This design comes from an exercise in tuning for small area, a short achievable clock period and few clock cycles per item on the open sky130 flow, not from production work. Power and IR drop assume default switching activity.

==> flow/design.v <==
module inone_rx (
    input  wire        clk,
    input  wire        rst,           
    input  wire        cmd_valid,
    output wire        cmd_ready,
    input  wire [1:0]  cmd_op,
    input  wire [7:0]  cmd_byte,
    input  wire [31:0] now,           
    output wire        rearm,         
    output wire [5:0]  cursor,
    output wire        raw_ready,
    output wire        pkt_ready,
    output wire [2:0]  outcome,
    output wire [3:0]  lastlen,
    output wire [71:0] last_frame     
);
    localparam OP_APPEND = 2'd0;
    localparam OP_POLL   = 2'd1;
    localparam OP_GET    = 2'd2;
    localparam OC_OK     = 3'd1;
    localparam OC_MAN1   = 3'd2;
    localparam OC_FRM1   = 3'd3;
    localparam OC_LCLASS = 3'd4;
    localparam OC_MAN2   = 3'd5;
    localparam OC_FRM2   = 3'd6;
    localparam OC_CRC    = 3'd7;
    localparam [31:0] RESYNC_MS = 32'd600;
    localparam [7:0]  CRC_POLY  = 8'h8C;
    reg [5:0]  cursor_q;
    reg [31:0] lastact_q;
    reg        raw_ready_q;
    reg        pkt_ready_q;
    reg [2:0]  outcome_q;
    reg [3:0]  lastlen_q;
    reg [71:0] frame_q;
    reg        rearm_q;
    reg        wait_q;        
    reg        tmo_q;         
    reg [91:0] d;
    reg [15:0] e1;            
    reg [22:15] e2;           
    reg [4:0]  cnt;           
    reg [7:0]  crc;
    reg        done;
    reg        run;           
    assign cmd_ready  = ~(wait_q | tmo_q);
    assign rearm      = rearm_q;
    assign cursor     = cursor_q;
    assign raw_ready  = raw_ready_q;
    assign pkt_ready  = pkt_ready_q;
    assign outcome    = outcome_q;
    assign lastlen    = lastlen_q;
    assign last_frame = frame_q;
    wire accept    = cmd_valid && !wait_q && !tmo_q;
    wire do_append = accept && cmd_op == OP_APPEND;
    wire do_poll   = accept && cmd_op == OP_POLL;
    wire do_get    = accept && cmd_op == OP_GET;
    wire [3:0] bbit = {cmd_byte[1], cmd_byte[3], cmd_byte[5], cmd_byte[7]};
    wire [3:0] berr = {cmd_byte[1] ~^ cmd_byte[0], cmd_byte[3] ~^ cmd_byte[2],
                       cmd_byte[5] ~^ cmd_byte[4], cmd_byte[7] ~^ cmd_byte[6]};
    genvar k;
    generate
        for (k = 0; k < 23; k = k + 1) begin : g_store
            wire we = do_append && cursor_q == k;
            if (k == 0) begin : g_b0
                always @(posedge clk)
                    if (we) begin
                        d[3:2] <= bbit[3:2];
                        e1[0]  <= |berr[3:2];
                    end
            end else if (k < 15) begin : g_b1
                always @(posedge clk)
                    if (we) begin
                        d[4*k +: 4] <= bbit;
                        e1[k]       <= |berr;
                    end
            end else if (k == 15) begin : g_b15
                always @(posedge clk)
                    if (we) begin
                        d[63:60] <= bbit;
                        e1[15]   <= |berr[1:0];
                        e2[15]   <= |berr[3:2];
                    end
            end else begin : g_b2
                always @(posedge clk)
                    if (we) begin
                        d[4*k +: 4] <= bbit;
                        e2[k]       <= |berr;
                    end
            end
        end
    endgenerate
    wire [1:0] cls = {d[51], d[50]};              
    wire man1 = |e1;
    reg  frm1;
    reg  frm2;
    integer g;
    always @(*) begin
        frm1 = 1'b0;
        for (g = 0; g < 12; g = g + 1)
            if (!d[5*g + 2]) frm1 = 1'b1;
        frm2 = 1'b0;
        for (g = 0; g < 6; g = g + 1)
            if (!d[5*g + 62] && (cls[1] || (cls[0] && g < 2))) frm2 = 1'b1;
    end
    wire man2 = ((cls != 2'd0) && (|e2[17:15])) || (cls[1] && (|e2[22:18]));
    reg [2:0] oc;
    always @(*) begin
        if (man1)              oc = OC_MAN1;
        else if (frm1)         oc = OC_FRM1;
        else if (cls == 2'd3)  oc = OC_LCLASS;
        else if (man2)         oc = OC_MAN2;
        else if (frm2)         oc = OC_FRM2;
        else if (crc != 8'd0)  oc = OC_CRC;
        else                   oc = OC_OK;
    end
    wire ok = (oc == OC_OK);
    reg [71:0] fr;
    always @(*) begin
        for (g = 0; g < 18; g = g + 1)
            fr[4*g +: 4] = d[5*g + 3 +: 4];
        if (cls == 2'd0) fr[71:48] = 24'd0;
        if (cls != 2'd2) fr[71:56] = 16'd0;
    end
    wire [3:0] flen = cls[1] ? 4'd9 : cls[0] ? 4'd7 : 4'd6;
    reg  [3:0] nib;                               
    always @(posedge clk) nib <= fr[{cnt, 2'b00} +: 4];
    reg  [7:0] crc_nxt;
    integer q;
    always @(*) begin
        crc_nxt = crc;
        for (q = 0; q < 4; q = q + 1)
            crc_nxt = (crc_nxt >> 1) ^ ((crc_nxt[0] ^ nib[q]) ? CRC_POLY : 8'h00);
    end
    wire [4:0] last = cls[1] ? 5'd17 : cls[0] ? 5'd13 : 5'd11;
    wire restart = do_append && cursor_q <= 6'd22;
    always @(posedge clk) begin
        if (rst || restart) begin
            cnt  <= 5'd0;
            crc  <= 8'd0;
            run  <= 1'b0;
            done <= 1'b0;
        end else if (!done) begin
            cnt <= cnt + 5'd1;
            run <= 1'b1;
            if (run) crc <= crc_nxt;
            if (cnt == last + 5'd1) done <= 1'b1;
        end
    end
    function automatic le10;                      
        input [9:0] a, b;
        integer i;
        begin
            le10 = 1'b1;
            for (i = 0; i < 10; i = i + 1)
                le10 = (~a[i] & b[i]) | (~(a[i] ^ b[i]) & le10);
        end
    endfunction
    wire [9:0]  la_lo  = lastact_q[9:0];
    wire [21:0] la_hi  = lastact_q[31:10];
    wire [10:0] w_lo   = {1'b0, la_lo} + 11'd600;
    reg  [21:0] cy;
    integer ci;
    always @(*) begin
        cy[0] = 1'b1;
        for (ci = 1; ci < 22; ci = ci + 1)
            cy[ci] = cy[ci - 1] & la_hi[ci - 1];
    end
    wire [21:0] hx     = now[31:10] ^ la_hi;
    reg         hi0_q, hi1_q;                           
    reg  [9:0]  nlo_q;
    always @(posedge clk) begin
        hi0_q <= (hx == 22'd0);
        hi1_q <= (hx == cy);
        nlo_q <= now[9:0];
    end
    wire        bor    = !le10(la_lo, nlo_q);           
    wire        le_w   = le10(nlo_q, w_lo[9:0]);
    wire        lo_ok  = bor ? (w_lo[10] && le_w) : (w_lo[10] || le_w);
    wire        hi_ok  = bor ? hi1_q : hi0_q;
    wire        recent = hi_ok && lo_ok;
    wire commit = ((do_poll && raw_ready_q) || wait_q) && done;
    always @(posedge clk) begin
        if (do_append)
            lastact_q <= now;
    end
    always @(posedge clk) begin
        if (rst) begin
            cursor_q    <= 6'd0;
            raw_ready_q <= 1'b0;
            pkt_ready_q <= 1'b0;
            outcome_q   <= 3'd0;
            lastlen_q   <= 4'd0;
            frame_q     <= 72'd0;
            rearm_q     <= 1'b0;
            wait_q      <= 1'b0;
            tmo_q       <= 1'b0;
        end else begin
            rearm_q <= 1'b0;
            if (do_append) begin
                if (cursor_q == 6'd59) begin
                    cursor_q    <= 6'd0;
                    raw_ready_q <= 1'b1;
                    rearm_q     <= 1'b1;
                end else begin
                    cursor_q <= cursor_q + 6'd1;
                end
            end
            if (do_poll) begin
                if (cursor_q != 6'd0)
                    tmo_q <= 1'b1;
                if (raw_ready_q) begin
                    raw_ready_q <= 1'b0;
                    if (!done) wait_q <= 1'b1;
                end
            end
            if (tmo_q) begin
                tmo_q <= 1'b0;
                if (!recent) begin
                    cursor_q <= 6'd0;
                    rearm_q  <= 1'b1;
                end
            end
            if (do_get)
                pkt_ready_q <= 1'b0;
            if (commit) begin
                wait_q    <= 1'b0;
                outcome_q <= oc;
                if (ok) begin
                    frame_q     <= fr;
                    lastlen_q   <= flen;
                    pkt_ready_q <= 1'b1;
                end
            end
        end
    end
endmodule
==> flow/config.mk <==
export PLATFORM = sky130hd
export DESIGN_NAME = inone_rx
export DESIGN_NICKNAME = inone_rx
export VERILOG_FILES = /design/flow/design.v
export SDC_FILE = /design/flow/constraint.sdc
export NUM_CORES = 4
export LEC_CHECK = 0
export CAP_MARGIN = 20
export CORE_MARGIN = 2
export CORE_UTILIZATION = 40
export SLEW_MARGIN = 20
==> flow/constraint.sdc <==
create_clock -name core_clock -period 10.0 [get_ports {clk}]
set_input_delay 2.0000 -clock core_clock [delete_from_list [all_inputs] [get_ports {clk}]]
set_output_delay 2.0000 -clock core_clock [all_outputs]
set_load 0.01 [all_outputs]
standard.sh (not shown) runs the stock make flow with config.mk's settings and CLKGATE_MAP_FILE= SYNTH_SCRIPT=/design/flow/synth_recipe.tcl, a recipe that flattens the netlist after the stock synthesis.
==> flow/flow/run.sh <==
#!/bin/bash
# The standard layout (standard.sh), with the port buffers made as
# sky130_fd_sc_hd__buf_2 instead of the cell buffer_ports picks by itself.
set -euo pipefail
export BUFFER_PORTS_ARGS="-buffer_cell sky130_fd_sc_hd__buf_2"
export SETUP_SLACK_MARGIN=6.5
bash standard.sh > standard.log 2>&1
The first run passed the timing, DRC and antenna checks.
Rerun with:
--- a/flow/design.v
+++ b/flow/design.v
@@ -180,6 +180,19 @@
     wire        hi_ok  = bor ? hi1_q : hi0_q;
     wire        recent = hi_ok && lo_ok;
     wire commit = ((do_poll && raw_ready_q) || wait_q) && done;
+    wire pre_ok  = !wait_q && !tmo_q && raw_ready_q && done && ok;
+    wire late_ok = wait_q && done && ok;
+    wire is_poll = cmd_valid && !cmd_op[1] && cmd_op[0];
+    wire fen     = (is_poll && pre_ok) || late_ok;
+    always @(posedge clk) begin
+        if (rst) begin
+            frame_q   <= 72'd0;
+            lastlen_q <= 4'd0;
+        end else if (fen) begin
+            frame_q   <= fr;
+            lastlen_q <= flen;
+        end
+    end
     always @(posedge clk) begin
         if (do_append)
             lastact_q <= now;
@@ -190,8 +203,6 @@
             raw_ready_q <= 1'b0;
             pkt_ready_q <= 1'b0;
             outcome_q   <= 3'd0;
-            lastlen_q   <= 4'd0;
-            frame_q     <= 72'd0;
             rearm_q     <= 1'b0;
             wait_q      <= 1'b0;
             tmo_q       <= 1'b0;
@@ -226,11 +237,8 @@
             if (commit) begin
                 wait_q    <= 1'b0;
                 outcome_q <= oc;
-                if (ok) begin
-                    frame_q     <= fr;
-                    lastlen_q   <= flen;
+                if (ok)
                     pkt_ready_q <= 1'b1;
-                end
             end
         end
     end
Effect:
- critical path depth drops by 2
- cell area climbs by 1.4%
- via count drops by 2.2%
- first-iteration DRC count drops by 20%
- worst setup slack loses 11 ps
- combinational power drops by about 4%
- fmax drops by 0.31%
- synthesized area climbs by 0.56%
No run of this note included a check of the RTL's function; only the layout flow was run.

## what the ideal ports hide
In the flow no input, the clock included, has a driving cell. The finished layouts below were timed again as built, in two steps. Step 1 assumes that a clkbuf_16 drives the clock port and a buf_2 every other input. Step 2, shift: input delay + t, output delay - t, t = (earliest + latest rising clock arrival at the registers) / 2. This alone moves slack from input paths to output paths. Slacks: ideal / step 1 / step 2; pairs: ideal / step 1.
run | t (ns) | setup slack, ns | slew at the worst register clock pin (ns)
the first run | 0.595 | 6.595 / 6.607 / 6.012 | 0.06 / 0.06
the second run | 0.579 | 6.584 / 6.584 / 6.005 | 0.06 / 0.06
After both steps setup and hold are still met in every run listed. For the first run, which loses most, drivers alone change the setup slack by +0.012 ns; drivers and shift together by -0.583 ns.
